Source: an optimization exercise on an open RTL-to-GDS flow (aim: small area, a short achievable clock period and few clock cycles). Production flows keep margins and buffers that such runs may drop. No run shown here included a check of the RTL's function; only the layout flow was run. Power is estimated from default activity; no workload was simulated.

**config.mk**
```make
export PLATFORM = sky130hd
export DESIGN_NAME = coin_wallet
export DESIGN_NICKNAME = coin_wallet
export VERILOG_FILES = /design/flow/design.v
export SDC_FILE = /design/flow/constraint.sdc
export NUM_CORES = 4
export LEC_CHECK = 0
export ABC_AREA = 1
export CAP_MARGIN = 20
export CORE_MARGIN = 2
export CORE_UTILIZATION = 40
export SLEW_MARGIN = 20
```
**constraint.sdc**
```tcl
create_clock -name core_clock -period 8.0 [get_ports {clk}]
set_input_delay 1.6000 -clock core_clock [delete_from_list [all_inputs] [get_ports {clk}]]
set_output_delay 1.6000 -clock core_clock [all_outputs]
set_load 0.01 [all_outputs]
```
**design.v**
```verilog
module wallet_b2d (
    input  wire [38:0] v,
    input  wire        clr,
    output reg  [38:0] adj,
    output reg  [3:0]  ndig
);
    function [3:0] add3(input [3:0] d);
        case (d)
            4'd5: add3 = 4'd8;
            4'd6: add3 = 4'd9;
            4'd7: add3 = 4'd10;
            4'd8: add3 = 4'd11;
            4'd9: add3 = 4'd12;
            default: add3 = d;
        endcase
    endfunction
    integer k;
    always @* begin
        adj = clr ? 39'd0 : v;
        for (k = 0; k < 9; k = k + 1)
            adj[4*k +: 4] = add3(adj[4*k +: 4]);
    end
    always @* begin
        ndig = 4'd1;
        for (k = 1; k < 9; k = k + 1)
            if (v[4*k +: 4] != 4'd0) ndig = k[3:0] + 4'd1;
        if (v[38:36] != 3'd0) ndig = 4'd10;
    end
endmodule
module wallet_add #(parameter N = 32) (
    input  wire [N-1:0] a,
    input  wire [N-1:0] b,
    input  wire         ci,
    output wire [N:0]   s
);
    localparam integer M    = N + 1;
    localparam integer TOPD = 1 << ($clog2(M) - 1);
    reg [M-1:0] g, p, G, P;
    integer i, d;
    always @* begin
        g = {a & b, ci};
        p = {a ^ b, 1'b0};
        G = g;
        P = p;
        for (d = 1; d < M; d = d * 2)
            for (i = 2*d - 1; i < M; i = i + 2*d) begin
                G[i] = G[i] | (P[i] & G[i-d]);
                P[i] = P[i] & P[i-d];
            end
        for (d = TOPD / 2; d >= 1; d = d / 2)
            for (i = 3*d - 1; i < M; i = i + 2*d) begin
                G[i] = G[i] | (P[i] & G[i-d]);
                P[i] = P[i] & P[i-d];
            end
    end
    assign s = {G[N], p[N:1] ^ G[N-1:0]};
endmodule
module coin_wallet (
    input  wire        clk,
    input  wire        rst,
    input  wire        in_valid,
    output wire        in_ready,
    input  wire [7:0]  in_data,
    output wire        out_valid,
    input  wire        out_ready,
    output wire [7:0]  out_data,
    output wire        out_last,
    input  wire        coin_edge,
    input  wire        ms_tick,
    input  wire        restore_valid,
    input  wire [31:0] restore_bal,
    input  wire [31:0] restore_cnt,
    output wire [31:0] bal,
    output wire [31:0] cnt,
    output wire        zind,
    output reg         save_req
);
    localparam [6:0] DEBOUNCE_WINDOW_MS = 7'd100;
    localparam [2:0] M_BAL = 3'd0,    
                     M_CNT = 3'd1,    
                     M_OK  = 3'd2,
                     M_OVF = 3'd3,
                     M_INS = 3'd4,
                     M_RCA = 3'd5,
                     M_INV = 3'd6,
                     M_UNK = 3'd7;
    reg [31:0] bal_r, cnt_r;
    reg [6:0]  elapsed;      
    reg        has_last;
    assign bal  = bal_r;
    assign cnt  = cnt_r;
    assign zind = (bal_r == 32'd0);
    localparam [1:0] P_LEN = 2'd0,    
                     P_PAY = 2'd1,    
                     P_DON = 2'd2,    
                     P_EXD = 2'd3;    
    localparam [3:0] F_START = 4'd0, F_G  = 4'd1, F_R  = 4'd2, F_ADD = 4'd3,
                     F_SUB   = 4'd4, F_GB = 4'd5, F_GS = 4'd6, F_GC  = 4'd7,
                     F_RB    = 4'd8, F_RC = 4'd9, F_DEAD = 4'd15;
    reg [1:0]  pst;
    reg [7:0]  remain;       
    reg [7:0]  ib;           
    reg        ibv;
    reg        dstep;        
    reg        started;      
    reg        wsp;          
    reg [3:0]  fam;
    reg [3:0]  pos;          
    reg        amt_any, amt_bad, amt_nz;
    reg [3:0]  amt_nd;       
    reg [31:0] amt_val;
    reg        ib_dig;       
    reg        in_amt;       
    reg        ex1;          
    reg        ex_co;        
    reg        fsub;         
    wire b_ws  = (ib == 8'h20) || (ib >= 8'h09 && ib <= 8'h0d);
    wire d_dig = (in_data[7:4] == 4'h3) && (in_data[3:0] <= 4'd9);
    wire dig_now = ibv && in_amt && ib_dig;
    assign in_ready = ~pst[1] & ~(dig_now & ~dstep);
    wire in_fire = in_valid & in_ready;
    function [7:0] kexp(input [3:0] f, input [3:0] p);
        begin
            kexp = 8'h00;
            case (f)
                F_G:   case (p) 4'd1: kexp = "E"; 4'd2: kexp = "T"; 4'd3: kexp = "_"; default: ; endcase
                F_R:   case (p) 4'd1: kexp = "E"; 4'd2: kexp = "S"; 4'd3: kexp = "E";
                                4'd4: kexp = "T"; 4'd5: kexp = "_"; default: ; endcase
                F_ADD, F_SUB:
                       case (p) 4'd1: kexp = (f == F_ADD) ? "D" : "U";
                                4'd2: kexp = (f == F_ADD) ? "D" : "B";
                                4'd3: kexp = "_"; 4'd4: kexp = "B"; 4'd5: kexp = "A";
                                4'd6: kexp = "L"; 4'd7: kexp = "A"; 4'd8: kexp = "N";
                                4'd9: kexp = "C"; 4'd10: kexp = "E"; 4'd11: kexp = "=";
                                default: ; endcase
                F_GB:  case (p) 4'd5: kexp = "A"; 4'd6: kexp = "L"; 4'd7: kexp = "A";
                                4'd8: kexp = "N"; 4'd9: kexp = "C"; 4'd10: kexp = "E";
                                default: ; endcase
                F_GS:  case (p) 4'd5: kexp = "T"; 4'd6: kexp = "A"; 4'd7: kexp = "T";
                                4'd8: kexp = "U"; 4'd9: kexp = "S"; default: ; endcase
                F_GC:  case (p) 4'd5: kexp = "O"; 4'd6: kexp = "I"; 4'd7: kexp = "N";
                                4'd8: kexp = "_"; 4'd9: kexp = "C"; 4'd10: kexp = "O";
                                4'd11: kexp = "U"; 4'd12: kexp = "N"; 4'd13: kexp = "T";
                                default: ; endcase
                F_RB:  case (p) 4'd7: kexp = "A"; 4'd8: kexp = "L"; 4'd9: kexp = "A";
                                4'd10: kexp = "N"; 4'd11: kexp = "C"; 4'd12: kexp = "E";
                                default: ; endcase
                F_RC:  case (p) 4'd7: kexp = "O"; 4'd8: kexp = "U"; 4'd9: kexp = "N";
                                4'd10: kexp = "T"; default: ; endcase
                default: ;
            endcase
        end
    endfunction
    function [3:0] klen(input [3:0] f);
        case (f)
            F_GB: klen = 4'd11;
            F_GS: klen = 4'd10;
            F_GC: klen = 4'd14;
            F_RB: klen = 4'd13;
            F_RC: klen = 4'd11;
            default: klen = 4'd0;
        endcase
    endfunction
    reg        n_started, n_wsp, n_bad;
    reg [3:0]  n_fam, n_pos;
    wire       n_amt = (n_fam == F_ADD || n_fam == F_SUB) && (n_pos == 4'd12);
    always @* begin
        n_started = started;
        n_wsp     = wsp;
        n_fam     = fam;
        n_pos     = pos;
        n_bad     = amt_bad;
        if (b_ws) begin
            if (started) n_wsp = 1'b1;
        end else begin
            n_started = 1'b1;
            n_wsp     = 1'b0;
            if (in_amt) begin
                n_bad = 1'b1;
            end else begin
                n_pos = pos + 4'd1;
                if (started && wsp) begin
                    n_fam = F_DEAD;
                end else if (fam == F_START) begin
                    n_fam = (ib == "G") ? F_G : (ib == "R") ? F_R :
                            (ib == "A") ? F_ADD : (ib == "S") ? F_SUB : F_DEAD;
                end else if (fam == F_G && pos == 4'd4) begin
                    n_fam = (ib == "B") ? F_GB : (ib == "S") ? F_GS :
                            (ib == "C") ? F_GC : F_DEAD;
                end else if (fam == F_R && pos == 4'd6) begin
                    n_fam = (ib == "B") ? F_RB : (ib == "C") ? F_RC : F_DEAD;
                end else if (pos == klen(fam) || ib != kexp(fam, pos)) begin
                    n_fam = F_DEAD;
                end
            end
        end
    end
    wire is_gb  = (fam == F_GB)  && (pos == 4'd11);
    wire is_gs  = (fam == F_GS)  && (pos == 4'd10);
    wire is_gc  = (fam == F_GC)  && (pos == 4'd14);
    wire is_rb  = (fam == F_RB)  && (pos == 4'd13);
    wire is_rc  = (fam == F_RC)  && (pos == 4'd11);
    wire is_add = (fam == F_ADD) && (pos == 4'd12);
    wire is_sub = (fam == F_SUB) && (pos == 4'd12);
    wire amt_ok = amt_any && !amt_bad;
    wire        st1   = dig_now & ~dstep;
    wire        st2   = dig_now &  dstep;
    wire        ex_md = ~dig_now & (pst == P_DON);
    wire [31:0] add_x = st1 ? {amt_val[29:0], 2'b00} :
                        st2 ? {amt_val[30:0], 1'b0} : bal_r;
    wire [31:0] add_y = st1 ? amt_val :
                        st2 ? {28'd0, ib[3:0]} :
                        ex_md ? (fsub ? ~amt_val : amt_val) : 32'd0;
    wire        add_c = ~dig_now & (~ex_md | fsub);
    wire [32:0] add_s;
    wire [32:0] cnt_inc;
    wallet_add #(.N(32)) u_add (.a(add_x), .b(add_y), .ci(add_c), .s(add_s));
    wallet_add #(.N(32)) u_inc (.a(cnt_r), .b(32'd0), .ci(1'b1), .s(cnt_inc));
    wire st1_ovf = amt_val[31] | amt_val[30] | add_s[32];
    wire st2_ovf = amt_val[31] | add_s[32];
    reg        e_ok, e_changed, e_show, e_bal0, e_cnt0, e_sum;
    reg [2:0]  e_msg;
    always @* begin
        e_ok = 1'b0; e_changed = 1'b0; e_msg = M_UNK; e_show = 1'b0;
        e_bal0 = 1'b0; e_cnt0 = 1'b0; e_sum = 1'b0;
        if (is_gb) begin
            e_ok = 1'b1; e_msg = M_BAL;
        end else if (is_gs) begin
            e_ok = 1'b1; e_msg = M_OK;
        end else if (is_gc) begin
            e_ok = 1'b1; e_msg = M_CNT;
        end else if (is_rb) begin
            e_ok = 1'b1; e_msg = M_BAL; e_changed = 1'b1; e_bal0 = 1'b1;
        end else if (is_rc) begin
            e_ok = 1'b1; e_msg = M_RCA; e_changed = 1'b1; e_cnt0 = 1'b1;
        end else if ((is_add || is_sub) && !amt_ok) begin
            e_msg = M_INV;
        end else if (is_add) begin
            e_show = 1'b1;
            if (ex_co) begin
                e_msg = M_OVF;
            end else begin
                e_ok = 1'b1; e_msg = M_BAL; e_changed = 1'b1; e_sum = 1'b1;
            end
        end else if (is_sub) begin
            e_show = 1'b1;
            if (!ex_co) begin
                e_msg = M_INS;
            end else begin
                e_ok = 1'b1; e_msg = M_BAL; e_changed = 1'b1; e_sum = 1'b1;
            end
        end
    end
    reg        x_valid;      
    reg        x_ok, x_changed, x_show;
    reg [2:0]  x_msg;
    reg [3:0]  x_nc;
    reg        ab_done;      
    reg        cv_busy, cv_c;
    reg [4:0]  cv_cnt;
    wire        cv_ab  = cv_busy & ~cv_c;
    wire        cv_am  = cv_busy &  cv_c;
    wire        cv_clr = (cv_cnt == 5'd0);
    wire        cv_last = (cv_cnt == 5'd31);
    reg  [38:0] d_a, d_b, d_c;
    wire [38:0] j_ac, j_b;
    wire [3:0]  n_a, n_b, n_c_unused, n_x_unused;
    wallet_b2d u_sac (.v(cv_c ? d_c : d_a), .clr(cv_clr), .adj(j_ac), .ndig(n_x_unused));
    wallet_b2d u_sb  (.v(d_b), .clr(cv_clr), .adj(j_b), .ndig(n_b));
    wallet_b2d u_na  (.v(d_a), .clr(1'b0), .adj(), .ndig(n_a));
    always @(posedge clk) begin
        if (cv_ab) begin
            d_a <= {j_ac[37:0], bal_r[31]};
            d_b <= {j_b[37:0], cnt_r[31]};
        end
        if (cv_am)
            d_c <= {j_ac[37:0], amt_val[31] & x_show};
    end
    reg        r_act;        
    reg [7:0]  od;           
    reg        od_last;
    reg [1:0]  sph;          
    reg [7:0]  tp;           
    reg        dmode;        
    reg [1:0]  dsrc;         
    reg [3:0]  dcnt;         
    reg        r_late;       
    reg        r_ok, r_changed;
    reg [2:0]  r_msg;
    reg [3:0]  r_nc;
    reg [7:0]  csum;
    assign out_data  = od;
    assign out_valid = r_act;
    assign out_last  = od_last;
    reg [6:0] rom;
    always @* begin
        case (tp)
            8'd0: rom = 7'h7b;
            8'd1: rom = 7'h22;
            8'd2: rom = 7'h73;
            8'd3: rom = 7'h74;
            8'd4: rom = 7'h61;
            8'd5: rom = 7'h74;
            8'd6: rom = 7'h75;
            8'd7: rom = 7'h73;
            8'd8: rom = 7'h22;
            8'd9: rom = 7'h3a;
            8'd10: rom = 7'h22;
            8'd11: rom = 7'h73;
            8'd12: rom = 7'h75;
            8'd13: rom = 7'h63;
            8'd14: rom = 7'h63;
            8'd15: rom = 7'h65;
            8'd16: rom = 7'h73;
            8'd17: rom = 7'h73;
            8'd18: rom = 7'h65;
            8'd19: rom = 7'h72;
            8'd20: rom = 7'h72;
            8'd21: rom = 7'h6f;
            8'd22: rom = 7'h72;
            8'd23: rom = 7'h22;
            8'd24: rom = 7'h2c;
            8'd25: rom = 7'h22;
            8'd26: rom = 7'h63;
            8'd27: rom = 7'h6f;
            8'd28: rom = 7'h69;
            8'd29: rom = 7'h6e;
            8'd30: rom = 7'h5f;
            8'd31: rom = 7'h62;
            8'd32: rom = 7'h61;
            8'd33: rom = 7'h6c;
            8'd34: rom = 7'h61;
            8'd35: rom = 7'h6e;
            8'd36: rom = 7'h63;
            8'd37: rom = 7'h65;
            8'd38: rom = 7'h22;
            8'd39: rom = 7'h3a;
            8'd40: rom = 7'h2c;
            8'd41: rom = 7'h22;
            8'd42: rom = 7'h63;
            8'd43: rom = 7'h6f;
            8'd44: rom = 7'h69;
            8'd45: rom = 7'h6e;
            8'd46: rom = 7'h5f;
            8'd47: rom = 7'h61;
            8'd48: rom = 7'h63;
            8'd49: rom = 7'h63;
            8'd50: rom = 7'h65;
            8'd51: rom = 7'h70;
            8'd52: rom = 7'h74;
            8'd53: rom = 7'h6f;
            8'd54: rom = 7'h72;
            8'd55: rom = 7'h5f;
            8'd56: rom = 7'h63;
            8'd57: rom = 7'h6f;
            8'd58: rom = 7'h75;
            8'd59: rom = 7'h6e;
            8'd60: rom = 7'h74;
            8'd61: rom = 7'h22;
            8'd62: rom = 7'h3a;
            8'd63: rom = 7'h2c;
            8'd64: rom = 7'h22;
            8'd65: rom = 7'h72;
            8'd66: rom = 7'h65;
            8'd67: rom = 7'h73;
            8'd68: rom = 7'h70;
            8'd69: rom = 7'h6f;
            8'd70: rom = 7'h6e;
            8'd71: rom = 7'h73;
            8'd72: rom = 7'h65;
            8'd73: rom = 7'h22;
            8'd74: rom = 7'h3a;
            8'd75: rom = 7'h22;
            8'd76: rom = 7'h22;
            8'd77: rom = 7'h2c;
            8'd78: rom = 7'h22;
            8'd79: rom = 7'h64;
            8'd80: rom = 7'h61;
            8'd81: rom = 7'h74;
            8'd82: rom = 7'h61;
            8'd83: rom = 7'h5f;
            8'd84: rom = 7'h63;
            8'd85: rom = 7'h68;
            8'd86: rom = 7'h61;
            8'd87: rom = 7'h6e;
            8'd88: rom = 7'h67;
            8'd89: rom = 7'h65;
            8'd90: rom = 7'h64;
            8'd91: rom = 7'h22;
            8'd92: rom = 7'h3a;
            8'd93: rom = 7'h74;
            8'd94: rom = 7'h72;
            8'd95: rom = 7'h75;
            8'd96: rom = 7'h65;
            8'd97: rom = 7'h66;
            8'd98: rom = 7'h61;
            8'd99: rom = 7'h6c;
            8'd100: rom = 7'h73;
            8'd101: rom = 7'h65;
            8'd102: rom = 7'h2c;
            8'd103: rom = 7'h22;
            8'd104: rom = 7'h61;
            8'd105: rom = 7'h6d;
            8'd106: rom = 7'h6f;
            8'd107: rom = 7'h75;
            8'd108: rom = 7'h6e;
            8'd109: rom = 7'h74;
            8'd110: rom = 7'h22;
            8'd111: rom = 7'h3a;
            8'd112: rom = 7'h7d;
            8'd113: rom = 7'h4f;
            8'd114: rom = 7'h4b;
            8'd115: rom = 7'h62;
            8'd116: rom = 7'h61;
            8'd117: rom = 7'h6c;
            8'd118: rom = 7'h61;
            8'd119: rom = 7'h6e;
            8'd120: rom = 7'h63;
            8'd121: rom = 7'h65;
            8'd122: rom = 7'h20;
            8'd123: rom = 7'h6f;
            8'd124: rom = 7'h76;
            8'd125: rom = 7'h65;
            8'd126: rom = 7'h72;
            8'd127: rom = 7'h66;
            8'd128: rom = 7'h6c;
            8'd129: rom = 7'h6f;
            8'd130: rom = 7'h77;
            8'd131: rom = 7'h69;
            8'd132: rom = 7'h6e;
            8'd133: rom = 7'h73;
            8'd134: rom = 7'h75;
            8'd135: rom = 7'h66;
            8'd136: rom = 7'h66;
            8'd137: rom = 7'h69;
            8'd138: rom = 7'h63;
            8'd139: rom = 7'h69;
            8'd140: rom = 7'h65;
            8'd141: rom = 7'h6e;
            8'd142: rom = 7'h74;
            8'd143: rom = 7'h20;
            8'd144: rom = 7'h62;
            8'd145: rom = 7'h61;
            8'd146: rom = 7'h6c;
            8'd147: rom = 7'h61;
            8'd148: rom = 7'h6e;
            8'd149: rom = 7'h63;
            8'd150: rom = 7'h65;
            8'd151: rom = 7'h63;
            8'd152: rom = 7'h6f;
            8'd153: rom = 7'h75;
            8'd154: rom = 7'h6e;
            8'd155: rom = 7'h74;
            8'd156: rom = 7'h20;
            8'd157: rom = 7'h72;
            8'd158: rom = 7'h65;
            8'd159: rom = 7'h73;
            8'd160: rom = 7'h65;
            8'd161: rom = 7'h74;
            8'd162: rom = 7'h69;
            8'd163: rom = 7'h6e;
            8'd164: rom = 7'h76;
            8'd165: rom = 7'h61;
            8'd166: rom = 7'h6c;
            8'd167: rom = 7'h69;
            8'd168: rom = 7'h64;
            8'd169: rom = 7'h20;
            8'd170: rom = 7'h61;
            8'd171: rom = 7'h6d;
            8'd172: rom = 7'h6f;
            8'd173: rom = 7'h75;
            8'd174: rom = 7'h6e;
            8'd175: rom = 7'h74;
            8'd176: rom = 7'h75;
            8'd177: rom = 7'h6e;
            8'd178: rom = 7'h6b;
            8'd179: rom = 7'h6e;
            8'd180: rom = 7'h6f;
            8'd181: rom = 7'h77;
            8'd182: rom = 7'h6e;
            8'd183: rom = 7'h20;
            8'd184: rom = 7'h63;
            8'd185: rom = 7'h6f;
            8'd186: rom = 7'h6d;
            8'd187: rom = 7'h6d;
            8'd188: rom = 7'h61;
            8'd189: rom = 7'h6e;
            8'd190: rom = 7'h64;
            default: rom = 7'h7d;
        endcase
    end
    reg [38:0] dsel;
    always @* begin
        case (dsrc)
            2'd0:    dsel = d_a;
            2'd1:    dsel = d_b;
            default: dsel = d_c;
        endcase
    end
    wire [3:0] digit = dcnt[3] ? (dcnt[0] ? {1'b0, dsel[38:36]} : dsel[35:32])
                               : dsel[4*dcnt[2:0] +: 4];
    wire [7:0] pay_ch = dmode ? {4'h3, digit} : {1'b0, rom};
    function [4:0] msg_len(input [2:0] m, input [3:0] na, input [3:0] nb);
        case (m)
            M_BAL:   msg_len = {1'b0, na};
            M_CNT:   msg_len = {1'b0, nb};
            M_OK:    msg_len = 5'd2;
            M_OVF:   msg_len = 5'd16;
            M_INS:   msg_len = 5'd20;
            M_RCA:   msg_len = 5'd11;
            M_INV:   msg_len = 5'd14;
            default: msg_len = 5'd15;
        endcase
    endfunction
    wire [7:0] len_next = 8'd92
                        + (x_ok ? 8'd7 : 8'd5)
                        + {4'd0, n_a}
                        + {4'd0, n_b}
                        + {3'd0, msg_len(x_msg, n_a, n_b)}
                        + (x_changed ? 8'd4 : 8'd5)
                        + {4'd0, x_nc};
    wire fire    = r_act & out_ready;
    wire load    = fire & ~od_last;
    wire ex0     = (pst == P_DON) && !ibv && !x_valid;
    wire exec    = ex0 && ex1;
    wire late_ev = load && (sph == 2'd2) && !dmode && (tp == 8'd76);
    wire ab_go   = x_valid && !ab_done && !cv_busy && (!r_act || r_late || late_ev);
    wire r_start = x_valid && ab_done && (!r_act || (fire && od_last));
    always @(posedge clk) begin
        if (rst) begin
            pst      <= P_LEN;
            remain   <= 8'd0;
            ib       <= 8'd0;
            ibv      <= 1'b0;
            ib_dig   <= 1'b0;
            in_amt   <= 1'b0;
            ex1      <= 1'b0;
            ex_co    <= 1'b0;
            fsub     <= 1'b0;
            dstep    <= 1'b0;
            started  <= 1'b0;
            wsp      <= 1'b0;
            fam      <= F_START;
            pos      <= 4'd0;
            amt_any  <= 1'b0; amt_bad <= 1'b0; amt_nz <= 1'b0; amt_nd <= 4'd0;
            amt_val  <= 32'd0;
            x_valid  <= 1'b0;
            x_ok <= 1'b0; x_changed <= 1'b0; x_show <= 1'b0; x_msg <= M_UNK; x_nc <= 4'd1;
            ab_done  <= 1'b0;
            cv_busy  <= 1'b0; cv_c <= 1'b0; cv_cnt <= 5'd0;
            r_act    <= 1'b0;
            od       <= 8'd0;
            od_last  <= 1'b0;
            sph      <= 2'd0;
            tp <= 8'd0; dmode <= 1'b0; dsrc <= 2'd0; dcnt <= 4'd0;
            r_late   <= 1'b0;
            r_ok <= 1'b0; r_changed <= 1'b0; r_msg <= M_UNK; r_nc <= 4'd1;
            csum     <= 8'd0;
            save_req <= 1'b0;
        end else begin
            save_req <= 1'b0;
            if (in_fire) begin
                if (pst == P_LEN) begin
                    remain  <= in_data;
                    in_amt  <= 1'b0;
                    fsub    <= 1'b0;
                    started <= 1'b0;
                    wsp     <= 1'b0;
                    fam     <= F_START;
                    pos     <= 4'd0;
                    amt_any <= 1'b0; amt_bad <= 1'b0; amt_nz <= 1'b0; amt_nd <= 4'd0;
                    amt_val <= 32'd0;
                    pst     <= (in_data == 8'd0) ? P_DON : P_PAY;
                end else begin
                    ib     <= in_data;
                    ib_dig <= d_dig;
                    remain <= remain - 8'd1;
                    if (remain == 8'd1) pst <= P_DON;
                end
            end
            ibv <= (in_fire && pst == P_PAY) || st1;
            if (st1) begin
                dstep   <= 1'b1;
                amt_val <= add_s[31:0];
                if (st1_ovf) amt_bad <= 1'b1;
            end else if (st2) begin
                dstep   <= 1'b0;
                amt_val <= add_s[31:0];
                if (st2_ovf || wsp) amt_bad <= 1'b1;
                wsp     <= 1'b0;
                amt_any <= 1'b1;
                if (ib[3:0] != 4'd0) amt_nz <= 1'b1;
                if (amt_nz || ib[3:0] != 4'd0) amt_nd <= amt_nd + 4'd1;
            end else if (ibv) begin
                started <= n_started;
                wsp     <= n_wsp;
                fam     <= n_fam;
                pos     <= n_pos;
                in_amt  <= n_amt;
                fsub    <= (n_fam == F_SUB);
                amt_bad <= n_bad;
            end
            ex1   <= ex0 && !ex1;
            ex_co <= add_s[32];
            if (exec) begin
                pst       <= P_EXD;
                x_valid   <= 1'b1;
                x_ok      <= e_ok;
                x_changed <= e_changed;
                x_show    <= e_show;
                x_msg     <= e_msg;
                x_nc      <= (e_show && amt_nd != 4'd0) ? amt_nd : 4'd1;
                save_req  <= e_changed;
            end
            if (ab_go) begin
                cv_busy <= 1'b1;
                cv_c    <= 1'b0;
                cv_cnt  <= 5'd0;
            end else if (r_start) begin
                cv_busy <= 1'b1;
                cv_c    <= 1'b1;
                cv_cnt  <= 5'd0;
            end else if (cv_busy) begin
                cv_cnt <= cv_cnt + 5'd1;
                if (cv_last) begin
                    cv_busy <= 1'b0;
                    if (!cv_c) ab_done <= 1'b1;
                end
            end
            if (cv_am) begin
                amt_val <= {amt_val[30:0], 1'b0};
                if (cv_last) pst <= P_LEN;
            end
            if (r_start) begin
                x_valid   <= 1'b0;
                ab_done   <= 1'b0;
                r_act     <= 1'b1;
                od        <= 8'h7e;
                od_last   <= 1'b0;
                sph       <= 2'd1;
                tp        <= 8'd0;
                dmode     <= 1'b0;
                r_late    <= 1'b0;
                r_ok      <= x_ok;
                r_changed <= x_changed;
                r_msg     <= x_msg;
                r_nc      <= x_nc;
                csum      <= len_next;
            end else if (fire && od_last) begin
                r_act   <= 1'b0;
                od_last <= 1'b0;
            end else if (load) begin
                case (sph)
                    2'd1: begin
                        od  <= csum;
                        sph <= 2'd2;
                    end
                    2'd2: begin
                        od   <= pay_ch;
                        csum <= csum + pay_ch;
                        if (dmode) begin
                            if (dcnt == 4'd0) dmode <= 1'b0;
                            else dcnt <= dcnt - 4'd1;
                        end else begin
                            case (tp)
                                8'd10:  tp <= r_ok ? 8'd11 : 8'd18;
                                8'd17:  tp <= 8'd23;
                                8'd39:  begin dmode <= 1'b1; dsrc <= 2'd0; dcnt <= n_a - 4'd1; tp <= 8'd40; end
                                8'd62:  begin dmode <= 1'b1; dsrc <= 2'd1; dcnt <= n_b - 4'd1; tp <= 8'd63; end
                                8'd75:  case (r_msg)
                                            M_BAL: begin dmode <= 1'b1; dsrc <= 2'd0; dcnt <= n_a - 4'd1; tp <= 8'd76; end
                                            M_CNT: begin dmode <= 1'b1; dsrc <= 2'd1; dcnt <= n_b - 4'd1; tp <= 8'd76; end
                                            M_OK:  tp <= 8'd113;
                                            M_OVF: tp <= 8'd115;
                                            M_INS: tp <= 8'd131;
                                            M_RCA: tp <= 8'd151;
                                            M_INV: tp <= 8'd162;
                                            default: tp <= 8'd176;
                                        endcase
                                8'd76:  begin r_late <= 1'b1; tp <= 8'd77; end
                                8'd92:  tp <= r_changed ? 8'd93 : 8'd97;
                                8'd96:  tp <= 8'd102;
                                8'd111: begin dmode <= 1'b1; dsrc <= 2'd2; dcnt <= r_nc - 4'd1; tp <= 8'd112; end
                                8'd112: sph <= 2'd3;
                                8'd114, 8'd130, 8'd150, 8'd161, 8'd175, 8'd190: tp <= 8'd76;
                                default: tp <= tp + 8'd1;
                            endcase
                        end
                    end
                    default: begin
                        od      <= csum;
                        od_last <= 1'b1;
                        sph     <= 2'd0;
                    end
                endcase
            end
        end
    end
    wire accept = !has_last || (elapsed > DEBOUNCE_WINDOW_MS);
    always @(posedge clk) begin
        if (rst) begin
            bal_r    <= 32'd0;
            cnt_r    <= 32'd0;
            elapsed  <= 7'd0;
            has_last <= 1'b0;
        end else begin
            if (ms_tick && elapsed <= DEBOUNCE_WINDOW_MS)
                elapsed <= elapsed + 7'd1;
            if (exec) begin
                if (e_bal0) bal_r <= 32'd0;
                else if (e_sum) bal_r <= add_s[31:0];
                if (e_cnt0) cnt_r <= 32'd0;
            end else if (cv_ab) begin
                bal_r <= {bal_r[30:0], bal_r[31]};
                cnt_r <= {cnt_r[30:0], cnt_r[31]};
            end else if (restore_valid) begin
                bal_r <= restore_bal;
                cnt_r <= restore_cnt;
            end else if (coin_edge) begin
                if (accept) begin
                    if (!add_s[32]) bal_r <= add_s[31:0];
                    if (!cnt_inc[32]) cnt_r <= cnt_inc[31:0];
                    has_last <= 1'b1;
                    elapsed  <= 7'd0;
                end else begin
                    bal_r <= 32'd0;
                    cnt_r <= 32'd0;
                end
            end
        end
    end
endmodule
```
**run.sh**
```bash
#!/bin/bash
# synth_recipe.tcl (not shown) runs the flow's synth.tcl, then flattens the netlist and writes it again
# the make line also repeats each setting of config.mk as NAME=value (left out here)
make -C /OpenROAD-flow-scripts/flow DESIGN_CONFIG=/design/flow/config.mk WORK_HOME=/design/flow/orfs CLKGATE_MAP_FILE= SYNTH_SCRIPT=/design/flow/synth_recipe.tcl finish
```
==> impl_metrics.json, run 1 <==
{
  "outcome": "finished clean",
  "maxCapViolCount": 0,
  "initial_utilization_pct": 40.3,
  "synth_area_per_cell_sq_um": 6.86,
  "cts_hold_buf": 0,
  "tritoncts": "yes",
  "combPwrFrac_pct": 10.9,
  "routabilityCongestion": 0.956,
  "io_buffer_count": 155,
  "synth_top_cell_by_area": "dfxtp_1",
  "ir_worst_vdd_mv": 0.141,
  "grt_use_met3_pct": 3.74,
  "timing_hold_violations_final": 0,
  "drt-initial-drc-count": 2119,
  "p_switching_mw": 1.12,
  "cp_slowest_cell": "inv_2",
  "drive_above_1_share_pct": 5.27,
  "yosysTopAreaCellShare_pct": 18.1,
  "powerDensity_nw_per_um2": 150,
  "synth_area_leaders": "dfxtp_1 18%, edfxtp_1 14%, nand2_1 14%, inv_1 5.5%, ha_1 5.5%",
  "dieArea_sq_um": 64100,
  "start_kind": "register",
  "setup_viol": 0,
  "min_period_over_period_pct": 79.9,
  "critPathArrivalTime_ns": 6.89,
  "grt_pass1_wl_mm": 129,
  "grt_use_met1_pct": 35.0,
  "yosys_most_used_dff": "dfxtp_1",
  "rsz0062_at_grt": "false",
  "clockBufferDepth": 3,
  "vias": 25300,
  "drc": 0,
  "syn_area_sq_um": 24800,
  "pwr-share-clk_pct": 45.0,
  "ctsResizeCount": 0,
  "routedWlPerCell_microns": 17.6,
  "htree_levels": 2,
  "grt_pass1_vias": 23500,
  "min_period_ns": 6.39,
  "antenna_found_initial": 1,
  "synth_edf_count": 117,
  "synthTopCellsByCount": "932 x nand2_1, 367 x inv_1, 348 x nor2_1",
  "final_cells": 4553,
  "async_reset_ff_share_pct": 0,
  "seq_area_frac_synth_pct": 32.2,
  "synth_most_common_cell": "nand2_1",
  "internal_power_mw": 3.15,
  "place_hpwl_mm": 56.6,
  "die_w_microns": 253,
  "grt-ovfl-total": 0,
  "drtAntennaViolNets": 0,
  "syn_nets": 3835,
  "boundaryPins": 156,
  "final_max_slew_viol_count": 0,
  "drt_first_pass_iters": 5,
  "synth.distinct_cells": 67,
  "cpMostUsedCell": "nand2_1",
  "fillers": 6349,
  "grt_util_all_layers_pct": 24.8,
  "slew_headroom_pct": 30.8,
  "cts.sinks": 341,
  "grt_max_degree": 74,
  "clk_pin_slew_ns": 0.06,
  "vias_per_cell": 5.56,
  "hp-class": "register to register",
  "cts_buffers": 41,
  "leakage_nw": 12.0,
  "gr-max-usage-layer": "met2",
  "tightest_slew_ns": 1.04,
  "p_sw_share_pct": 26.1,
  "core_area_sq_um": 61600,
  "grt.met2_usage_pct": 38.7,
  "clk-insertion-delay-late_ns": 0.58,
  "n_antenna_cell": 0,
  "num_rows": 91,
  "critPathMaxFanout": 64,
  "placed_cells": 4476,
  "post_cts_buffers": 0,
  "synth-seq-cells": 341,
  "fin_worst_skew_ns": 0.0280,
  "routed_wl_mm": 80.2,
  "nNetsFinal": 3899,
  "slowest_delay_ns": 0.66,
  "seqPwrFrac_pct": 44.0,
  "totalNegativeSetupSlack_ns": 0,
  "die_h_microns": 253,
  "cp-end-kind": "register",
  "worstPathRequired_ns": 8.50,
  "syn_to_final_growth_pct": 14.3,
  "critical_path_class": "register to register",
  "clockRootBuffer": "clkbuf_16",
  "fmax_mhz": 156,
  "ys_warn_count": 3,
  "synth_cells": 3619
}
[per-stage QoR]
step                hold slack, ns  utilization (%)  area [sq um]  worst slack [ns]  power [mW]
CTS                          0.417             46.1         28400              1.57        4.30
global route                 0.457             46.1         28400             0.712        4.44
global placement             0.405             43.8         27000              1.77        2.37
floorplan                    0.397                -         24800              3.36        2.18
detailed placement           0.410             43.8         27000              1.60        2.38
finish                       0.417             46.1         28400              1.61        4.27
[path summary, 6_finish.rpt]
| check | from | endpoint | slack, ns | cells past startpoint |
|---|---|---|---|---|
| worst min register to register | ex1$_SDFF_PP0_ | ex1$_SDFF_PP0_ | 0.42 | 1 |
| worst min-delay path | ex1$_SDFF_PP0_ | ex1$_SDFF_PP0_ | 0.42 | 1 |
| worst max register to register | ibv$_SDFF_PP0_ | bal_r[8]$_SDFFE_PP0P_ | 1.61 | 29 |
| worst max-delay path | ibv$_SDFF_PP0_ | bal_r[8]$_SDFFE_PP0P_ | 1.61 | 29 |
[sequential cells by signal (all words and copies together) (netlist names), 32 cells and up, named ones only]
register / flops
amt_val: 32
bal_r: 32
cnt_r: 32
d_a: 39
d_b: 39
d_c: 39
[power groups by stage]
stage               Clock [mW]  Combinational, mW  Sequential [mW]
floorplan                    0              0.278             1.90
global placement             0              0.459             1.91
detailed placement           0              0.461             1.91
CTS                       1.96              0.464             1.88
global route              2.03              0.521             1.88
finish                    1.92              0.466             1.88
[cell type report]
| cell class | count | area [sq um] | share of cell area (%) |
|---|---|---|---|
| multi-input combinational | 2710 | 14700 | 51.6 |
| sequential | 341 | 8000 | 28.2 |
| timing repair buffer | 183 | 1790 | 6.32 |
| inverter | 406 | 1530 | 5.38 |
| clock buffer | 50 | 1090 | 3.84 |
| tap | 837 | 1050 | 3.69 |
| clock inverter | 26 | 275 | 0.969 |
[per-layer routing]
metal | part of all wire (%) | wire [microns]
met4 | 2.7 | 2190
met3 | 7.2 | 5800
met5 | 0 | 0
met2 | 44 | 35000
met1 | 46 | 37200
[worst max-delay path: cells and delay by family (launching register included)]
kind                     cells  cell delay, ns
AO/OA/AOI/OAI                9            2.07
adder cells (fa/ha/maj)      2            0.50
buffers and inverters        7            1.76
flip-flops                   1            0.36
AND/OR/NAND/NOR             11            1.54
[placed cells by master, fill, tap and decap left out, types with 78 or more instances in the layout]
master	n
a21oi_1	222
nand2_1	932
inv_1	362
a22oi_1	78
clkdlybuf4s50_1	153
nand3_1	225
o21ai_0	223
ha_1	109
edfxtp_1	117
nor2_1	342
dfxtp_1	223
[cells by family after synthesis]
group | Yosys count | synth area share [%]
flops | 341 | 32.2
xor+xnor | 57 | 2.01
buf+inv | 568 | 8.93
fa+ha+maj | 137 | 7.75
compound gates | 838 | 20.7
simple gates | 1678 | 28.4
==> run 2: changes to the inputs <==
--- a/config.mk
+++ b/config.mk
@@ -9,4 +9,5 @@
 export CAP_MARGIN = 20
 export CORE_MARGIN = 2
 export CORE_UTILIZATION = 40
+export SETUP_SLACK_MARGIN = 4
 export SLEW_MARGIN = 20
==> run 2 against run 1 <==
Effect of this change: sequential share of layout area shrank 2.0 points; maximum frequency grew 46%; synthesized cell count is the same; utilization grew 3.6 points; die area is the same; critical endpoint is now bal_r[22]$_SDFFE_PP0P_; non-clock buffer count grew 119; sequential power is essentially flat; largest cell class unchanged; final cell count grew 2.9%.
==> impl_metrics.json, run 2 <==
{
  "outcome": "finished clean",
  "nNetsFinal": 4036,
  "dpl_cell_area_sq_um": 27100,
  "synth_mux_area_share_pct": 0,
  "grt_pass1_vias": 24600,
  "clk_pin_slew_ns": 0.06,
  "grt_max_degree": 77,
  "place_hpwl_mm": 56.8,
  "grt_pass1_wl_mm": 134,
  "drt_first_pass_iters": 5,
  "cp-end-kind": "register",
  "clk-insertion-delay-late_ns": 0.58,
  "synthXorXnorAreaFrac_pct": 2.01,
  "die_h_microns": 253,
  "leakage_nw": 12.7,
  "grt_util_all_layers_pct": 25.9,
  "design_area_sq_um": 30600,
  "setup_viol": 0,
  "routedWlPerCell_microns": 18.3,
  "synthTopCellsByCount": "932 x nand2_1, 367 x inv_1, 348 x nor2_1",
  "synthSimpleGateAreaFrac_pct": 28.4,
  "critPathArrivalTime_ns": 4.89,
  "timing_hold_violations_final": 0,
  "maxCapViolCount": 0,
  "grt-ovfl-total": 0,
  "drc": 0,
  "fin_worst_skew_ns": 0.0290,
  "powerDensity_nw_per_um2": 140,
  "fmax_mhz": 228,
  "syn_area_sq_um": 24800,
  "core_area_sq_um": 61600,
  "tightest_slew_ns": 1.13,
  "synth_cells": 3619,
  "synth_top_family_by_area": "simple AND/OR/NAND/NOR gates",
  "gr-max-usage-layer": "met2",
  "antenna_found_initial": 0,
  "cts_buffers": 42,
  "rsz0062_at_grt": "true",
  "critPathMaxFanout": 5,
  "drive_above_1_share_pct": 12.9,
  "fillers": 6098,
  "syn_nets": 3835,
  "finish.utilization_pct": 49.7,
  "clockBufferDepth": 3,
  "htree_levels": 2,
  "synthAdderAreaFrac_pct": 7.75,
  "yosys_most_used_dff": "dfxtp_1",
  "layout_common_cells": "893 x nand2_1, 340 x inv_1, 338 x nor2_1",
  "drtAntennaViolNets": 0,
  "crit_buf_inv": 5,
  "grt_use_met3_pct": 3.79,
  "initial_utilization_pct": 40.3,
  "cts.sinks": 341,
  "yosysTopAreaCellShare_pct": 18.1,
  "syn_to_final_growth_pct": 23.3,
  "grt.met2_usage_pct": 41.4,
  "grt_use_met1_pct": 35.5,
  "ys_warn_count": 3,
  "synth_most_common_cell": "nand2_1",
  "clockRootBuffer": "clkbuf_16",
  "routed_wl_mm": 85.6,
  "die_w_microns": 253,
  "synth_edf_count": 117,
  "io_buffer_count": 155,
  "hp-class": "register to register",
  "vias": 26300,
  "routabilityCongestion": 0.960,
  "synth_top_cell_by_area": "dfxtp_1",
  "ir_worst_vdd_mv": 0.130,
  "vias_per_cell": 5.61,
  "synth-seq-cells": 341,
  "seq_area_frac_synth_pct": 32.2,
  "synth.distinct_cells": 67,
  "cp_slowest_cell": "fa_2",
  "synth_area_per_cell_sq_um": 6.86,
  "n_antenna_cell": 0,
  "cts_hold_buf": 0,
  "boundaryPins": 156,
  "synth-compound-area-share_pct": 20.7,
  "tritoncts": "yes",
  "min_period_ns": 4.38,
  "cp_top_family": "compound AO/OA/AOI/OAI gates",
  "synth_area_leaders": "dfxtp_1 18%, edfxtp_1 14%, nand2_1 14%, inv_1 5.5%, ha_1 5.5%",
  "worstPathRequired_ns": 8.51,
  "start_kind": "register",
  "largest_registers": "d_a x39, d_b x39, d_c x39",
  "slew_headroom_pct": 24.5,
  "async_reset_ff_share_pct": 0,
  "dieArea_sq_um": 64100,
  "final_common_cell": "nand2_1",
  "slowest_delay_ns": 0.42,
  "num_rows": 91,
  "critical_path_class": "register to register",
  "totalNegativeSetupSlack_ns": 0,
  "drt-initial-drc-count": 2251,
  "final_max_slew_viol_count": 0,
  "min_period_over_period_pct": 54.8,
  "r2r_slack_ns": 3.62,
  "cpMostUsedCell": "nand2_2"
}
## run 2: cell counts after synthesis
No cell type changed its count.
## run 2: what timing repair did
| action | CTS | global route |
|---|---|---|
| gates cloned | 14 | 3 |
| endpoints found under the setup margin | 113 | 97 |
| buffers inserted | 78 | 44 |
| gates resized for setup | 133 | 143 |
| pin swaps | 71 | 89 |
## run 2: final timing paths
kind / from / endpoint / cells after the start
setup / recovery: ib_dig$_SDFFE_PP0P_ / bal_r[22]$_SDFFE_PP0P_ / 29
hold / removal: ex1$_SDFF_PP0_ / ex1$_SDFF_PP0_ / 1
setup reg to reg: ib_dig$_SDFFE_PP0P_ / bal_r[22]$_SDFFE_PP0P_ / 29
hold reg to reg: ex1$_SDFF_PP0_ / ex1$_SDFF_PP0_ / 1
## run 2: power by group
part	switching (mW)	internal, mW
registers	0.0586	1.82
clock network	0.779	1.13
logic	0.299	0.209
total	1.14	3.16
## run 2: final cells by class
type                            instances  area [sq um]  share of cell area, %
Clock inverter                         19           206                  0.674
Timing Repair Buffer                  302          2760                   9.01
Multi-Input combinational cell       2717         15700                   51.3
Clock buffer                           52          1130                   3.69
Timing Repair inverter                 10           121                  0.396
Tap cell                              837          1050                   3.42
Inverter                              406          1660                   5.42
Sequential cell                       341          8010                   26.1
## run 2: layer usage
layer	wire length [microns]	vias up	part of all wire, %
li1	-	12700	-
met1	37800	12200	44
met2	38100	1149	45
met3	6570	216	7.7
met4	3110	0	3.6
met5	0	-	0
## run 2: metrics by stage
stage | cells | worst slack [ns] | power [mW] | hold slack, ns
after global placement | 4474 | 2.05 | 2.38 | 0.404
final | 4684 | 3.62 | 4.29 | 0.420
after detailed placement | 4474 | 1.89 | 2.37 | 0.410
after global routing | 4684 | 3.39 | 4.45 | 0.448
after CTS | 4637 | 3.69 | 4.31 | 0.418
after floorplan | 3619 | 3.88 | 2.19 | 0.397
## run 2: logic make-up after synthesis
logic type,count (synthesis)
simple gates,1678
flops,341
buf+inv,568
compound gates,838
xor+xnor,57
fa+ha+maj,137
==> run 3: changes to the inputs <==
--- a/design.v
+++ b/design.v
@@ -116,7 +116,8 @@
     reg        fsub;         
     wire b_ws  = (ib == 8'h20) || (ib >= 8'h09 && ib <= 8'h0d);
     wire d_dig = (in_data[7:4] == 4'h3) && (in_data[3:0] <= 4'd9);
-    wire dig_now = ibv && in_amt && ib_dig;
+    reg        m_dig, m_st1, m_st2, m_ex;
+    wire dig_now = m_dig;
     assign in_ready = ~pst[1] & ~(dig_now & ~dstep);
     wire in_fire = in_valid & in_ready;
     function [7:0] kexp(input [3:0] f, input [3:0] p);
@@ -203,15 +204,18 @@
     wire is_add = (fam == F_ADD) && (pos == 4'd12);
     wire is_sub = (fam == F_SUB) && (pos == 4'd12);
     wire amt_ok = amt_any && !amt_bad;
-    wire        st1   = dig_now & ~dstep;
-    wire        st2   = dig_now &  dstep;
-    wire        ex_md = ~dig_now & (pst == P_DON);
-    wire [31:0] add_x = st1 ? {amt_val[29:0], 2'b00} :
-                        st2 ? {amt_val[30:0], 1'b0} : bal_r;
-    wire [31:0] add_y = st1 ? amt_val :
-                        st2 ? {28'd0, ib[3:0]} :
-                        ex_md ? (fsub ? ~amt_val : amt_val) : 32'd0;
-    wire        add_c = ~dig_now & (~ex_md | fsub);
+    wire        st1   = m_st1;
+    wire        st2   = m_st2;
+    wire        ex_md = m_ex;
+    reg         s_xb, s_x4, s_x2;         
+    reg         s_ya, s_yn, s_yd, s_ci;   
+    wire [31:0] add_x = ({32{s_xb}} & bal_r) |
+                        ({32{s_x4}} & {amt_val[29:0], 2'b00}) |
+                        ({32{s_x2}} & {amt_val[30:0], 1'b0});
+    wire [31:0] add_y = ({32{s_ya}} & amt_val) |
+                        ({32{s_yn}} & ~amt_val) |
+                        {28'd0, {4{s_yd}} & ib[3:0]};
+    wire        add_c = s_ci;
     wire [32:0] add_s;
     wire [32:0] cnt_inc;
     wallet_add #(.N(32)) u_add (.a(add_x), .b(add_y), .ci(add_c), .s(add_s));
@@ -526,8 +530,33 @@
     wire late_ev = load && (sph == 2'd2) && !dmode && (tp == 8'd76);
     wire ab_go   = x_valid && !ab_done && !cv_busy && (!r_act || r_late || late_ev);
     wire r_start = x_valid && ab_done && (!r_act || (fire && od_last));
+    reg [1:0] pst_n;
+    reg       ibv_n, ib_dig_n, dstep_n, in_amt_n, fsub_n;
+    always @* begin
+        pst_n = pst;
+        if (in_fire && pst == P_LEN)
+            pst_n = (in_data == 8'd0) ? P_DON : P_PAY;
+        else if (in_fire && remain == 8'd1)
+            pst_n = P_DON;
+        else if (exec)
+            pst_n = P_EXD;
+        else if (cv_am && cv_last)
+            pst_n = P_LEN;
+        ibv_n    = (in_fire && pst == P_PAY) || st1;
+        ib_dig_n = (in_fire && pst == P_PAY) ? d_dig : ib_dig;
+        dstep_n  = st1 ? 1'b1 : st2 ? 1'b0 : dstep;
+        in_amt_n = (in_fire && pst == P_LEN) ? 1'b0 : (ibv && !dig_now) ? n_amt : in_amt;
+        fsub_n   = (in_fire && pst == P_LEN) ? 1'b0 : (ibv && !dig_now) ? (n_fam == F_SUB) : fsub;
+    end
+    wire dig_n = ibv_n & in_amt_n & ib_dig_n;
     always @(posedge clk) begin
         if (rst) begin
+            m_dig    <= 1'b0;
+            m_st1    <= 1'b0;
+            m_st2    <= 1'b0;
+            m_ex     <= 1'b0;
+            s_xb <= 1'b1; s_x4 <= 1'b0; s_x2 <= 1'b0;
+            s_ya <= 1'b0; s_yn <= 1'b0; s_yd <= 1'b0; s_ci <= 1'b1;
             pst      <= P_LEN;
             remain   <= 8'd0;
             ib       <= 8'd0;
@@ -559,32 +588,41 @@
             save_req <= 1'b0;
         end else begin
             save_req <= 1'b0;
+            pst      <= pst_n;
+            ibv      <= ibv_n;
+            ib_dig   <= ib_dig_n;
+            dstep    <= dstep_n;
+            in_amt   <= in_amt_n;
+            fsub     <= fsub_n;
+            m_dig    <= dig_n;
+            m_st1    <= dig_n & ~dstep_n;
+            m_st2    <= dig_n &  dstep_n;
+            m_ex     <= ~dig_n & (pst_n == P_DON);
+            s_xb     <= ~dig_n;
+            s_x4     <= dig_n & ~dstep_n;
+            s_x2     <= dig_n &  dstep_n;
+            s_ya     <= dig_n ? ~dstep_n : (pst_n == P_DON) & ~fsub_n;
+            s_yn     <= ~dig_n & (pst_n == P_DON) & fsub_n;
+            s_yd     <= dig_n & dstep_n;
+            s_ci     <= ~dig_n & ((pst_n != P_DON) | fsub_n);
             if (in_fire) begin
                 if (pst == P_LEN) begin
                     remain  <= in_data;
-                    in_amt  <= 1'b0;
-                    fsub    <= 1'b0;
                     started <= 1'b0;
                     wsp     <= 1'b0;
                     fam     <= F_START;
                     pos     <= 4'd0;
                     amt_any <= 1'b0; amt_bad <= 1'b0; amt_nz <= 1'b0; amt_nd <= 4'd0;
                     amt_val <= 32'd0;
-                    pst     <= (in_data == 8'd0) ? P_DON : P_PAY;
                 end else begin
                     ib     <= in_data;
-                    ib_dig <= d_dig;
                     remain <= remain - 8'd1;
-                    if (remain == 8'd1) pst <= P_DON;
                 end
             end
-            ibv <= (in_fire && pst == P_PAY) || st1;
             if (st1) begin
-                dstep   <= 1'b1;
                 amt_val <= add_s[31:0];
                 if (st1_ovf) amt_bad <= 1'b1;
             end else if (st2) begin
-                dstep   <= 1'b0;
                 amt_val <= add_s[31:0];
                 if (st2_ovf || wsp) amt_bad <= 1'b1;
                 wsp     <= 1'b0;
@@ -596,14 +634,11 @@
                 wsp     <= n_wsp;
                 fam     <= n_fam;
                 pos     <= n_pos;
-                in_amt  <= n_amt;
-                fsub    <= (n_fam == F_SUB);
                 amt_bad <= n_bad;
             end
             ex1   <= ex0 && !ex1;
             ex_co <= add_s[32];
             if (exec) begin
-                pst       <= P_EXD;
                 x_valid   <= 1'b1;
                 x_ok      <= e_ok;
                 x_changed <= e_changed;
@@ -629,7 +664,6 @@
             end
             if (cv_am) begin
                 amt_val <= {amt_val[30:0], 1'b0};
-                if (cv_last) pst <= P_LEN;
             end
             if (r_start) begin
                 x_valid   <= 1'b0;
@@ -718,8 +752,8 @@
                 cnt_r <= restore_cnt;
             end else if (coin_edge) begin
                 if (accept) begin
-                    if (!add_s[32]) bal_r <= add_s[31:0];
-                    if (!cnt_inc[32]) cnt_r <= cnt_inc[31:0];
+                    if (!(&bal_r)) bal_r <= add_s[31:0];
+                    if (!(&cnt_r)) cnt_r <= cnt_inc[31:0];
                     has_last <= 1'b1;
                     elapsed  <= 7'd0;
                 end else begin
--- a/config.mk
+++ b/config.mk
@@ -9,5 +9,5 @@
 export CAP_MARGIN = 20
 export CORE_MARGIN = 2
 export CORE_UTILIZATION = 40
-export SETUP_SLACK_MARGIN = 4
+export SETUP_SLACK_MARGIN = 4.5
 export SLEW_MARGIN = 20
==> run 3 against run 2 <==
Effect of this change: still clean; utilization is 1.5 points higher; clock skew up 0.010 ns; combinational power increased by 23%; worst setup slack better by 0.11 ns; via count up 2.6%; final cell count rose by 2.4%; critical path type unchanged.
==> impl_metrics.json, run 3 <==
{
  "routabilityCongestion": 0.948,
  "vias": 26900,
  "synthXorXnorAreaFrac_pct": 1.83,
  "setup_slack_ns": 3.73,
  "clk_pin_slew_ns": 0.06,
  "drtAntennaViolNets": 0,
  "worstRegToRegCells": 25,
  "grt_pass1_vias": 25200,
  "synthSimpleGateAreaFrac_pct": 27.2,
  "place_hpwl_mm": 62.0,
  "grt_max_degree": 73,
  "leakage_nw": 13.0,
  "async_reset_ff_share_pct": 0,
  "syn_area_sq_um": 25400,
  "min_period_ns": 4.27,
  "highest_layer": "met5",
  "worstHoldPathCells": 1,
  "synth_area_per_cell_sq_um": 6.89,
  "dieArea_sq_um": 65400,
  "synth_mux_area_share_pct": 0.488,
  "min_period_over_period_pct": 53.4,
  "slowest_delay_ns": 0.46,
  "vias_per_cell": 5.62,
  "worstPathRequired_ns": 8.49,
  "grt-ovfl-total": 0,
  "cts_buffers": 44,
  "wl_met3_mm": 6.24,
  "synth-seq-cells": 348,
  "powerDensity_nw_per_um2": 143,
  "num_rows": 92,
  "die_w_microns": 256,
  "clk-insertion-delay-late_ns": 0.61,
  "final_common_cell": "nand2_1",
  "drive_above_1_share_pct": 16.4,
  "seq_area_frac_synth_pct": 32.1,
  "synth_top_cell_by_area": "dfxtp_1",
  "critPathMaxFanout": 5,
  "wl_met1_mm": 40.0,
  "grt_util_all_layers_pct": 27.2,
  "boundaryPins": 156,
  "antenna_found_initial": 2,
  "dpl_cell_area_sq_um": 28000,
  "core_area_sq_um": 62900,
  "syn_nets": 3897,
  "largest_registers": "d_a x39, d_b x39, d_c x39",
  "tritoncts": "yes",
  "drc": 0,
  "synth_most_common_cell": "nand2_1",
  "outcome": "finished clean",
  "nNetsFinal": 4132,
  "grt_pass1_wl_mm": 144,
  "die_h_microns": 256,
  "synthTopCellsByCount": "876 x nand2_1, 416 x inv_1, 324 x o21ai_0",
  "pre_cts_ws_ns": 1.72,
  "drt-initial-drc-count": 2016,
  "synth_edf_count": 117,
  "routedWlPerCell_microns": 19.5,
  "critical_path_class": "register to register",
  "cts.sinks": 348,
  "power_mw": 4.60,
  "tightest_slew_ns": 1.10,
  "fin_worst_skew_ns": 0.0391,
  "drt_first_pass_iters": 8,
  "io_buffer_count": 155,
  "yosys_most_used_dff": "dfxtp_1",
  "initial_utilization_pct": 40.4,
  "synth-compound-area-share_pct": 21.5,
  "slew_headroom_pct": 26.8,
  "syn_to_final_growth_pct": 27.0,
  "cp_slowest_cell": "fa_2",
  "met2_wirelength_mm": 44.0,
  "totalNegativeSetupSlack_ns": 0,
  "setup_viol": 0,
  "hp-class": "register to register",
  "cp-end-kind": "register",
  "rsz0062_at_grt": "true",
  "fmax_mhz": 234,
  "layout_common_cells": "834 x nand2_1, 376 x inv_1, 295 x nor2_1",
  "synth_cells": 3682,
  "synth.distinct_cells": 66,
  "clockBufferDepth": 3,
  "cpMostUsedCell": "o21a_1",
  "ir_worst_vdd_mv": 0.158,
  "synth_top_family_by_area": "simple AND/OR/NAND/NOR gates",
  "fillers": 6262,
  "routed_wl_mm": 93.6,
  "maxCapViolCount": 0,
  "htree_levels": 2,
  "design_area_sq_um": 32200,
  "critPathArrivalTime_ns": 4.77,
  "synthAdderAreaFrac_pct": 7.54,
  "ys_warn_count": 3,
  "start_kind": "register",
  "final_max_slew_viol_count": 0,
  "yosysTopAreaCellShare_pct": 18.2,
  "timing_hold_violations_final": 0,
  "clockRootBuffer": "clkbuf_16",
  "synth_area_leaders": "dfxtp_1 18%, edfxtp_1 14%, nand2_1 13%, o21ai_0 6.4%, inv_1 6.2%"
}
run 3: layer usage:
metal / global-route usage [%] / vias to the layer above
met5: 0 / -
met4: 8.67 / 2
met3: 3.84 / 217
met2: 46.1 / 1024
met1: 35.7 / 12700
li1: - / 13000
run 3: final timing paths:
check,startpoint,to,slack (ns)
max,s_yd$_SDFF_PP0_,bal_r[31]$_SDFFE_PP0P_,3.73
min,ex1$_SDFF_PP0_,ex1$_SDFF_PP0_,0.42
max reg2reg,s_yd$_SDFF_PP0_,bal_r[31]$_SDFFE_PP0P_,3.73
min reg2reg,ex1$_SDFF_PP0_,ex1$_SDFF_PP0_,0.42
run 3: cells by family after synthesis:
family,after synthesis
AND/OR/NAND/NOR,1604
AO/OA/AOI/OAI,923
buffers and inverters,607
flip-flops,348
adder cells (fa/ha/maj),136
XOR/XNOR,53
multiplexers,11
run 3: what timing repair did:
item                                    in CTS  in global routing
hold buffers                                 0                  0
cloned                                      10                  3
pin swaps                                   83                103
setup buffers                               85                 67
resized for setup                          178                178
endpoints found under the setup margin     133                110
hold endpoints to repair                     0                  0
run 3: layout make-up:
class                           instances  area (sq um)  share of cell area [%]
Multi-Input combinational cell       2733         16300                    50.7
Sequential cell                       348          8170                    25.4
Timing Repair Buffer                  341          3350                    10.4
Inverter                              447          1820                    5.65
Clock buffer                           59          1220                    3.78
Tap cell                              846          1060                    3.29
Clock inverter                         19           236                   0.734
Timing Repair inverter                  2          13.8                  0.0427
Antenna cell                            1          2.50                 0.00777
run 3: per-stage QoR:
| stage | instances | hold slack, ns | utilization [%] |
|---|---|---|---|
| CTS | 4725 | 0.422 | 49.2 |
| detailed placement | 4552 | 0.416 | 44.5 |
| global route | 4796 | 0.442 | 51.3 |
| floorplan | 3682 | 0.397 | - |
| global placement | 4552 | 0.409 | 44.5 |
| finish | 4796 | 0.421 | 51.3 |
run 3: worst max-delay path: cells and delay by family (launching register included):
family	cells	cell delay, ns
AOI/OAI and AO/OA	15	2.06
adders and majority gates	2	0.77
buffers and inverters	4	0.50
DFF	1	0.35
and+or+nand+nor	4	0.48
run 3: report_power, final:
part	internal [mW]	switching [mW]
clock	1.20	0.836
combinational	0.268	0.359
sequential	1.87	0.0732

==> what the ideal ports hide <==
Ports are ideal in the flow. The routed layouts listed here were re-timed in OpenROAD.
Step 1 (the two cells are an assumption about what drives the block):
set clk [get_ports {clk}]
set_driving_cell -lib_cell sky130_fd_sc_hd__clkbuf_16 $clk
set_driving_cell -lib_cell sky130_fd_sc_hd__buf_2 [delete_from_list [all_inputs] $clk]
Step 2 adds t to the input delays and takes it off the output delays; t is the mean of the earliest and latest rising clock arrival at the registers after step 1. Input paths then give back, and output paths get back, about the clock's delay inside the block.
Slacks: no drivers / after step 1 / after step 2; pairs: no drivers / after step 1.
run | shift t [ns] | setup WS [ns] | hold WS [ns] | slew at the worst register clock pin (ns) | cell pins on the clock port's net
run 1 | 0.625 | 1.609 / 1.609 / 1.609 | 0.417 / 0.417 / 0.417 | 0.06 / 0.06 | 1
run 2 | 0.625 | 3.617 / 3.617 / 3.617 | 0.420 / 0.420 / 0.420 | 0.06 / 0.06 | 1
run 3 | 0.655 | 3.726 / 3.726 / 3.633 | 0.421 / 0.421 / 0.421 | 0.07 / 0.07 | 1
After both steps every run listed still meets setup and hold. The setup slack of run 3, which loses most, moves by 0.000 ns with the drivers and by -0.093 ns with both steps.
